What follows belongs to an exercise in optimizing a design on an open flow for small area, a short achievable clock period and few clock cycles; a production flow would make more cautious choices.
Function was checked by simulation only, so behaviour that the tests miss may differ from the original.

==> inputs of run K <==
Design fft_r2c, start of the top module:
module fft_r2c (
    input  wire        clk,
    input  wire        rst,
    input  wire        start,
    input  wire [2:0]  lg,
    input  wire [9:0]  x_base,
    input  wire [9:0]  y_base,
    output reg         done,
    output reg         mem_req,
    output reg         mem_we,
    output reg  [9:0]  mem_addr,
    output reg  [63:0] mem_wdata,
    input  wire        mem_gnt,
    input  wire [63:0] mem_rdata
);
==> module fp64_mul, before the edit <==
module fp64_mul (
    input  wire        clk,
    input  wire        en,
    input  wire        p2,
    input  wire [63:0] a,
    input  wire [13:0] one,
    input  wire [13:0] two,
    input  wire [13:0] neg,
    input  wire [10:0] eb,
    input  wire        sb,
    input  wire        bz,
    output reg  [63:0] y,
    output wire [63:0] yr
);
    localparam [63:0] QNAN = 64'h7FF8_0000_0000_0000;
    function [95:0] pfx;
        input [95:0] a;
        input [95:0] b;
        input        cin;
        reg   [95:0] p0, g, p;
        integer      l, i;
        begin
            p0   = a ^ b;
            g    = a & b;
            g[0] = g[0] | (p0[0] & cin);
            p    = p0;
            for (l = 0; l < 7; l = l + 1)
                for (i = 0; i < 96; i = i + 1)
                    if ((i >> l) & 1) begin
                        g[i] = g[i] | (p[i] & g[((i >> l) << l) - 1]);
                        p[i] = p[i] & p[((i >> l) << l) - 1];
                    end
            pfx = p0 ^ {g[94:0], cin};
        end
    endfunction
    wire [10:0] ea = a[62:52];
    wire [52:0] ma = {ea != 0, a[51:0]};
    reg  [54:0] acc_s, acc_c;
    reg         c28, st28;
    wire [82:0] vs, vc;
    fp64_mul_tree u_tree (
        .a(ma), .one(one), .two(two), .neg(neg), .p2(p2),
        .acc_s_g(acc_s & {55{p2}}), .acc_c_g(acc_c & {55{p2}}),
        .vs(vs), .vc(vc)
    );
    wire [95:0] ql   = pfx({68'd0, vs[27:0]}, {68'd0, vc[27:0]}, 1'b0);
    wire [27:0] lo   = ql[27:0];
    wire        lo_c = ql[28];
    always @(posedge clk)
        if (en) begin
            acc_s <= vs[82:28];
            acc_c <= vc[82:28];
            c28   <= lo_c;
            st28  <= lo != 0;
        end
    wire [95:0] qh  = pfx({18'd0, vs[77:0]}, {18'd0, vc[77:0]}, c28);
    wire [77:0] hi  = qh[77:0];
    wire a_max  = &ea;
    wire a_fz   = a[51:0] == 0;
    wire a_nan  = a_max & ~a_fz;
    wire a_inf  = a_max & a_fz;
    wire a_zero = (ea == 0) & a_fz;
    wire [10:0] xa = {ea[10:1], ea[0] | (ea == 0)};
    wire signed [12:0] e1 = $signed({2'b00, xa}) + $signed({2'b00, eb}) - 13'sd1022;
    wire [12:0] rs13 = 13'd1 - e1;
    reg  [56:0] r_m;       
    reg         r_st;      
    reg  [10:0] r_e;       
    reg         r_ge2, r_le0;
    reg  [5:0]  r_rsh;     
    reg         r_s, r_nan, r_inf, r_zero, r_v;
    always @(posedge clk)
        if (en) begin
            r_m    <= hi[77:21];
            r_st   <= st28 | (hi[20:0] != 0);
            r_e    <= e1[10:0];
            r_ge2  <= !e1[12] && (e1 >= 13'sd2);
            r_le0  <= e1[12] || (e1 == 13'sd0);
            r_rsh  <= (rs13[12:6] != 0) ? 6'd63 : rs13[5:0];
            r_s    <= a[63] ^ sb;
            r_nan  <= a_nan | (a_inf & bz);
            r_inf  <= a_inf;
            r_zero <= a_zero | bz;
            r_v    <= p2;
        end
    wire        left = !r_m[56] && r_ge2;
    reg  [56:0] vr;
    reg         str;
    integer     k;
    always @(*) begin
        vr  = r_m;
        str = 1'b0;
        for (k = 0; k < 6; k = k + 1)
            if (r_rsh[k]) begin
                str = str | ((vr & ~({57{1'b1}} << (1 << k))) != 0);
                vr  = vr >> (1 << k);
            end
    end
    wire [52:0] mt  = r_le0 ? vr[56:4]  : (left ? r_m[55:3] : r_m[56:4]);
    wire        g   = r_le0 ? vr[3]     : (left ? r_m[2]    : r_m[3]);
    wire        st  = r_st | (r_le0 ? (str | (vr[2:0] != 0)) : (left ? (r_m[1:0] != 0) : (r_m[2:0] != 0)));
    wire [10:0] ex  = r_le0 ? 11'd1 : (left ? r_e - 11'd1 : r_e);
    wire        rnd_up = g & (st | mt[0]);
    wire [95:0] qi    = pfx({43'd0, mt}, 96'd0, 1'b1);
    wire [52:0] inc   = qi[52:0];
    wire        inc_c = qi[53];
    wire        cy = rnd_up & inc_c;
    wire [52:0] mr = rnd_up ? inc : mt;
    reg  [63:0] y2;
    always @(*) begin
        if (r_nan)
            y2 = QNAN;
        else if (r_inf)
            y2 = {r_s, 11'h7FF, 52'd0};
        else if (r_zero)
            y2 = {r_s, 63'd0};
        else if (cy)
            y2 = {r_s, ex + 11'd1, 52'd0};
        else
            y2 = {r_s, mr[52] ? ex : 11'd0, mr[51:0]};
    end
    assign yr = y2;
    always @(posedge clk)
        if (en && r_v) y <= y2;
endmodule
Settings: LEC_CHECK=0, CAP_MARGIN=20, CORE_MARGIN=2, CORE_UTILIZATION=25, PLACE_DENSITY=0.4, SLEW_MARGIN=20, SYNTH_MEMORY_MAX_BITS=32768; clock period 30.0 ns.
standard.sh (not shown) runs the stock make flow with config.mk's settings and CLKGATE_MAP_FILE= SYNTH_SCRIPT=/design/flow/synth_recipe.tcl, a recipe that flattens the netlist after the stock synthesis.
==> flow/flow/run.sh <==
#!/bin/bash
set -euo pipefail
export SETUP_SLACK_MARGIN=23
bash standard.sh finish > flow_make.log 2>&1
==> run C (differences from run K) <==
--- a/flow/design.v
+++ b/flow/design.v
@@ -243,4 +243,3 @@
         end
-    wire [95:0] qh  = pfx({18'd0, vs[77:0]}, {18'd0, vc[77:0]}, c28);
-    wire [77:0] hi  = qh[77:0];
+    wire [95:0] qh  = pfx({75'd0, vs[20:0]}, {75'd0, vc[20:0]}, c28);
     wire a_max  = &ea;
@@ -253,3 +252,4 @@
     wire [12:0] rs13 = 13'd1 - e1;
-    reg  [56:0] r_m;       
+    reg  [56:0] r_ms, r_mc;  
+    reg         r_c49;     
     reg         r_st;      
@@ -261,4 +261,6 @@
         if (en) begin
-            r_m    <= hi[77:21];
-            r_st   <= st28 | (hi[20:0] != 0);
+            r_ms   <= vs[77:21];
+            r_mc   <= vc[77:21];
+            r_c49  <= qh[21];
+            r_st   <= st28 | (qh[20:0] != 0);
             r_e    <= e1[10:0];
@@ -273,2 +275,4 @@
         end
+    wire [95:0] qm  = pfx({39'd0, r_ms}, {39'd0, r_mc}, r_c49);
+    wire [56:0] r_m = qm[56:0];            
     wire        left = !r_m[56] && r_ge2;
==> comparison table <==
Fin area: run K 131000 sq um; run C 132000 sq um
R2r endpoint: run K u_mul.r_m[49]$_DFFE_PP_; run C u_mul.y[53]$_SDFFCE_PP1P_
Multi-input gate share of the layout cell area: run K 58.4%; run C 60.0%
Number of buffers and inverters on the critical path: run K 3; run C 1
Global-route wire length before repair: run K 807000 um; run C 874000 um
Post-synthesis mux area share: run K 9.19%; run C 7.53%
Final std cells w/o fill: run K 17600; run C 18500
Status: run K timing/DRC/antenna clean; run C timing/DRC/antenna clean
Layout inverter count without the clock tree: run K 578; run C 717
Placeable core region: run K 452000 sq um; run C 460000 sq um
Post-synthesis instance total: run K 11600; run C 12400
Total via count after detailed routing: run K 99500; run C 106000
Worst rel slew slack: run K 13.5%; run C 19.8%
Maximum number of pins on one net before global-route repair: run K 122; run C 117
Multi-input gate area: run K 76700 sq um; run C 79200 sq um
Testbench counts of run K, summed over its fixed seeds: cycles 288,816.
Testbench counts of run C, summed over its fixed seeds: cycles 288,816.

==> afterwards: timing with drivers on the ports <==
No port has a modelled driver above. Below, the same layouts with a new extraction and two added sets of constraints. Step 1, drivers: a clkbuf_16 drives clk and a buf_2 each remaining input, both assumed. Step 2 moves the port delays by t, midway between the first and last clock arrival at a register: inputs arrive t later, outputs are due t later. That takes back most of the time a late clock gives input paths. Slacks: no drivers / after step 1 / after step 2; pairs: no drivers / after step 1.
run	t (ns)	setup WS [ns]	latest minus earliest clock arrival (ns)	slew at the worst register clock pin (ns)	worst data-port slew with drivers (ns)
run K	0.949	22.246 / 22.182 / 22.137	0.081 / 0.082	0.07 / 0.07	0.19
run C	0.994	22.378 / 22.261 / 22.162	0.145 / 0.145	0.07 / 0.07	0.20
After both steps setup and hold are still met in every run listed. The setup slack of run C, which loses most, moves by -0.117 ns with the drivers and by -0.216 ns with both steps.
